From an optimization exercise on the open Yosys and OpenROAD flow, aimed at small area; shortcuts taken in it are not production practice. In this exercise RTL edits were held to simulation tests only and were not proved equivalent to the original. No driver is modelled on the clock port, so clocking that relies on it looks cheaper here than on a real chip. Power figures rest on the tool's default switching activity, not on a simulated workload.

## kbot_can_engine
module kbot_can_engine (
    input  wire        clk,
    input  wire        rst,
    input  wire        cmd_valid,
    output wire        cmd_ready,
    input  wire [3:0]  cmd_op,
    input  wire [7:0]  cmd_arg,
    input  wire [28:0] cmd_id,
    input  wire [3:0]  cmd_len,
    input  wire [63:0] cmd_data,
    input  wire [15:0] cmd_fault,
    input  wire [31:0] cmd_timeout,
    input  wire        cmd_tdef,
    output reg         cpl_valid,
    output reg  [2:0]  cpl_code,
    output wire [63:0] cpl_res,
    output wire        open_valid,
    input  wire        open_ready,
    input  wire        open_err,
    output wire        tx_valid,
    output wire [28:0] tx_id,
    output wire [63:0] tx_data,
    input  wire        tx_ready,
    input  wire        tx_err,
    output wire        rx_valid,
    output wire [9:0]  rx_wait,
    input  wire        rx_ready,
    input  wire [1:0]  rx_kind,
    input  wire [28:0] rx_id,
    input  wire        rx_ide,
    input  wire [3:0]  rx_len,
    input  wire [63:0] rx_data,
    input  wire        tick,
    output wire        done_valid,
    output wire [2:0]  done_code,
    output wire [63:0] done_st,
    output wire        done_pw_valid,
    output wire [63:0] done_pw,
    output wire        done_dis_failed,
    output wire        sink_valid,
    output wire        sink_st_valid,
    output wire [63:0] sink_st,
    output wire        sink_pw_valid,
    output wire [63:0] sink_pw
);
Size in the first run: ~780 cells after synthesis, roughly 180 flip-flops, roughly 710 I/O pins, about 8800 µm² of cells after synthesis.
==> flow/config.mk <==
export PLATFORM = sky130hd
export DESIGN_NAME = kbot_can_engine
export DESIGN_NICKNAME = kbot_can_engine
export VERILOG_FILES = /design/flow/design.v
export SDC_FILE = /design/flow/constraint.sdc
export NUM_CORES = 4
export LEC_CHECK = 0
export CAP_MARGIN = 20
export CORE_AREA = 5 5 255 255
export DIE_AREA = 0 0 260 260
export SLEW_MARGIN = 20
==> flow/constraint.sdc <==
create_clock -name core_clock -period 10.0 [get_ports {clk}]
set_input_delay 2.0000 -clock core_clock [delete_from_list [all_inputs] [get_ports {clk}]]
set_output_delay 2.0000 -clock core_clock [all_outputs]
set_load 0.01 [all_outputs]
standard.sh (not shown) runs the stock make flow with config.mk's settings and CLKGATE_MAP_FILE= SYNTH_SCRIPT=/design/flow/synth_recipe.tcl, a recipe that flattens the netlist after the stock synthesis.
==> flow/flow/run.sh <==
#!/bin/bash
# The standard layout (standard.sh) with these changes:
#  - synthesis is the standard one, except that ABC maps the logic with an
#    area-oriented script (flow/abc_area.script) instead of abc_speed.script;
#  - every port is buffered by the smallest buffer (sky130_fd_sc_hd__buf_1);
#  - neighbouring constant outputs share tie cells (flow/share_ties.tcl);
#  - the clock tree is built from clkbuf_8 without dummy loads, and then each
#    leaf buffer is sized to the smallest clkbuf that keeps its flip-flops'
#    clock slew under 112 ps (flow/size_clock.tcl).
# Each step's full output goes to a log file here (synth.log, standard.log)
# and ORFS's own logs under orfs/logs/.
set -euo pipefail
export BUFFER_PORTS_ARGS="-buffer_cell sky130_fd_sc_hd__buf_1"
export CTS_ARGS="-sink_clustering_enable -repair_clock_nets -sink_clustering_size 8 -buf_list sky130_fd_sc_hd__clkbuf_8 -dont_use_dummy_load"
export PRE_GLOBAL_PLACE_TCL="$PWD/flow/share_ties.tcl"
export SHARE_TIES_GAP_UM=60 SHARE_TIES_GROUP=32
export POST_CTS_TCL="$PWD/flow/size_clock.tcl"
export CLOCK_LEAF_SLEW_PS=112
rm -rf scripts_area
cp -r "$FLOW_HOME/scripts" scripts_area
cp flow/abc_area.script scripts_area/abc_speed.script
SCRIPTS_DIR="$PWD/scripts_area" bash standard.sh synth > synth.log 2>&1
bash standard.sh finish > standard.log 2>&1
==> flow/flow/share_ties.tcl <==
# PRE GLOBAL_PLACE hook: after the pins are placed, let one tie cell drive a
# run of neighbouring constant output ports of the same value, instead of
# one tie cell per port. Only ties whose net drives nothing but one port
# are merged. The yosys buffers between ties and ports are removed first,
# as global placement does next anyway.
remove_buffers
set block [ord::get_db_block]
set die [$block getDieArea]
set W [expr {[$die xMax] - [$die xMin]}]
set H [expr {[$die yMax] - [$die yMin]}]
set max_gap [expr {int([env_var_or_empty SHARE_TIES_GAP_UM] eq "" ? 20 : [env_var_or_empty SHARE_TIES_GAP_UM]) * [$block getDbUnitsPerMicron]}]
set max_group [expr {[env_var_or_empty SHARE_TIES_GROUP] eq "" ? 8 : [env_var_or_empty SHARE_TIES_GROUP]}]

# position of a point along the die's edge, counter-clockwise from (0, 0)
proc edge_pos { x y W H } {
  if { $y == 0 } { return $x }
  if { $x == $W } { return [expr {$W + $y}] }
  if { $y == $H } { return [expr {$W + $H + ($W - $x)}] }
  return [expr {2 * $W + $H + ($H - $y)}]
}

set cand(HI) {}
set cand(LO) {}
foreach inst [$block getInsts] {
  if { [[$inst getMaster] getName] ne "sky130_fd_sc_hd__conb_1" } { continue }
  set used {}
  foreach port {HI LO} {
    set it [$inst findITerm $port]
    set net [$it getNet]
    if { $net ne "NULL" } { lappend used [list $port $net] }
  }
  if { [llength $used] != 1 } { continue }
  lassign [lindex $used 0] port net
  if { [llength [$net getITerms]] != 1 } { continue }
  set bterms [$net getBTerms]
  if { [llength $bterms] != 1 } { continue }
  set bt [lindex $bterms 0]
  set bpin [lindex [$bt getBPins] 0]
  set box [$bpin getBBox]
  set x [expr {([$box xMin] + [$box xMax]) / 2}]
  set y [expr {([$box yMin] + [$box yMax]) / 2}]
  # snap to the edge the pin sits on
  if { [$box xMin] <= 0 } { set x 0 } elseif { [$box xMax] >= $W } { set x $W }
  if { [$box yMin] <= 0 } { set y 0 } elseif { [$box yMax] >= $H } { set y $H }
  lappend cand($port) [list [edge_pos $x $y $W $H] $inst $net $bt]
}

puts "cand HI [llength $cand(HI)] LO [llength $cand(LO)] gap $max_gap group $max_group"
set removed 0
foreach port {HI LO} {
  set lst [lsort -integer -index 0 $cand($port)]
  set keep ""
  set last -1
  set n 0
  foreach c $lst {
    lassign $c pos inst net bt
    if { $keep ne "" && $pos - $last <= $max_gap && $n < $max_group } {
      $bt disconnect
      $bt connect $keep
      odb::dbInst_destroy $inst
      odb::dbNet_destroy $net
      incr removed
      incr n
    } else {
      set keep $net
      set n 1
    }
    set last $pos
  }
}
puts "share_ties: removed $removed tie cells"
==> flow/flow/size_clock.tcl <==
set target_ps 95
if { [info exists ::env(CLOCK_LEAF_SLEW_PS)] } { set target_ps $::env(CLOCK_LEAF_SLEW_PS) }
set target [expr {$target_ps * 1e-3}]
set sizes {sky130_fd_sc_hd__clkbuf_4 sky130_fd_sc_hd__clkbuf_8 sky130_fd_sc_hd__clkbuf_16}
estimate_parasitics -placement

proc leaf_loads { inst } {
  set out [get_pins -of_objects $inst -filter "direction==output"]
  set net [get_nets -of_objects $out]
  return [get_pins -of_objects $net -filter "direction==input"]
}
proc worst_slew { pins } {
  set mx 0
  foreach p $pins {
    set s [get_property $p slew_max]
    if { $s > $mx } { set mx $s }
  }
  return $mx
}
proc is_leaf { inst } {
  foreach p [leaf_loads $inst] {
    set ref [get_property [get_cells -of_objects $p] ref_name]
    if { [string match "*df*" $ref] } { return 1 }
  }
  return 0
}

if { [info exists ::env(CLOCK_ROOT_CELL)] } {
  foreach inst [get_cells -quiet clkbuf_0_*] { replace_cell $inst $::env(CLOCK_ROOT_CELL) }
}
set leaves {}
foreach inst [get_cells -quiet clkbuf_*] {
  if { [string match "sky130_fd_sc_hd__clkbuf_*" [get_property $inst ref_name]] && [is_leaf $inst] } {
    lappend leaves $inst
  }
}
# two passes: sizes of the other leaves change the tree's upper levels a little
for { set pass 0 } { $pass < 2 } { incr pass } {
  foreach inst $leaves {
    set loads [leaf_loads $inst]
    set start [expr {$pass == 0 ? 0 : [lsearch $sizes [get_property $inst ref_name]]}]
    foreach master [lrange $sizes $start end] {
      if { [get_property $inst ref_name] ne $master } { replace_cell $inst $master }
      if { [worst_slew $loads] <= $target } { break }
    }
  }
}
foreach inst $leaves {
  puts "size_clock: [get_name $inst] [get_property $inst ref_name] fanout [llength [leaf_loads $inst]] slew [format %.1f [expr {[worst_slew [leaf_loads $inst]] * 1e3}]] ps"
}
set area 0
foreach inst [get_cells -quiet clkbuf_*] { set area [expr {$area + [get_property [get_lib_cells -of_objects $inst] area]}] }
puts "size_clock: clock buffer area $area"
detailed_placement
check_placement
Other scripts of this flow, unchanged in this note and not shown: flow/flow/abc_area.script
The baseline completed with no timing, DRC or antenna violations.
Then changed:
CORE_AREA = 40 40 220 220   (was 5 5 255 255)
Clock-buffer cell count is unchanged.
Power is lower by a few percent.
Setup slack loses 56 ps.
Global-route usage rises by 3.0 points.
Then changed:
--- a/flow/flow/run.sh
+++ b/flow/flow/run.sh
@@ -8,3 +8,3 @@
 #    leaf buffer is sized to the smallest clkbuf that keeps its flip-flops'
-#    clock slew under 112 ps (flow/size_clock.tcl).
+#    clock slew under 105 ps (flow/size_clock.tcl).
 # Each step's full output goes to a log file here (synth.log, standard.log)
@@ -15,5 +15,5 @@
 export PRE_GLOBAL_PLACE_TCL="$PWD/flow/share_ties.tcl"
-export SHARE_TIES_GAP_UM=60 SHARE_TIES_GROUP=32
+export SHARE_TIES_GAP_UM=40 SHARE_TIES_GROUP=24
 export POST_CTS_TCL="$PWD/flow/size_clock.tcl"
-export CLOCK_LEAF_SLEW_PS=112
+export CLOCK_LEAF_SLEW_PS=105
 rm -rf scripts_area
CORE_AREA = 5 5 255 255   (was 40 40 220 220)
Outcome: Non-clock buffer count is higher by 3. Hold slack stays flat. Die area stays the same. Worst setup slack is better by 52 ps. Utilization is lower by 15 points. First-iteration DRC count is lower by 53%. Routed wire length is lower by 25%. Cell count is higher by 25%. Via count is lower by 2.4%. Clock power is higher by 20%.
Then changed:
--- a/flow/flow/run.sh
+++ b/flow/flow/run.sh
@@ -8,3 +8,3 @@
 #    leaf buffer is sized to the smallest clkbuf that keeps its flip-flops'
-#    clock slew under 105 ps (flow/size_clock.tcl).
+#    clock slew under 112 ps (flow/size_clock.tcl).
 # Each step's full output goes to a log file here (synth.log, standard.log)
@@ -15,5 +15,5 @@
 export PRE_GLOBAL_PLACE_TCL="$PWD/flow/share_ties.tcl"
-export SHARE_TIES_GAP_UM=40 SHARE_TIES_GROUP=24
+export SHARE_TIES_GAP_UM=60 SHARE_TIES_GROUP=32
 export POST_CTS_TCL="$PWD/flow/size_clock.tcl"
-export CLOCK_LEAF_SLEW_PS=105
+export CLOCK_LEAF_SLEW_PS=112
 rm -rf scripts_area
PLACE_DENSITY = 0.35   (was default)
The changed run passed the timing, design-rule and antenna checks.
Hold slack gains 6.3 ps.
Routed wire length shrinks by 4.5%.
Clock power is about the same.
Combinational power stays flat.
Cell area grows by 0.30%.
Clock-buffer cell count is unchanged.
Global-route usage goes down by 0.42 points.

-- port drivers added, routing unchanged --
The flow's constraints put no driver on any port. The routed layouts listed below were extracted and timed again, unchanged, in two steps.
Step 1 sets driving cells, clkbuf_16 on the clock port and buf_2 on the other inputs (assumed; they add their load-dependent delay and slew).
Step 2, shift: input delay + t, output delay - t, t = (earliest + latest rising clock arrival at the registers) / 2. This alone moves slack from input paths to output paths.
Slacks: no drivers / after step 1 / after step 2; pairs: no drivers / after step 1.
run | shift t [ns] | setup slack, ns | hold WS [ns] | worst register clock-pin slew, ns
the first run | 0.562 | 2.571 / 2.579 / 2.017 | 0.475 / 0.475 / 0.475 | 0.10 / 0.10
the second run | 0.493 | 2.514 / 2.489 / 1.996 | 0.475 / 0.475 / 0.475 | 0.10 / 0.10
the third run | 0.560 | 2.566 / 2.575 / 2.015 | 0.473 / 0.473 / 0.473 | 0.10 / 0.10
the fourth run | 0.558 | 2.583 / 2.605 / 2.046 | 0.479 / 0.479 / 0.479 | 0.11 / 0.11
After both steps setup and hold are still met in every run listed. The setup slack of the first run, which loses most, moves by +0.008 ns with the drivers and by -0.554 ns with both steps.
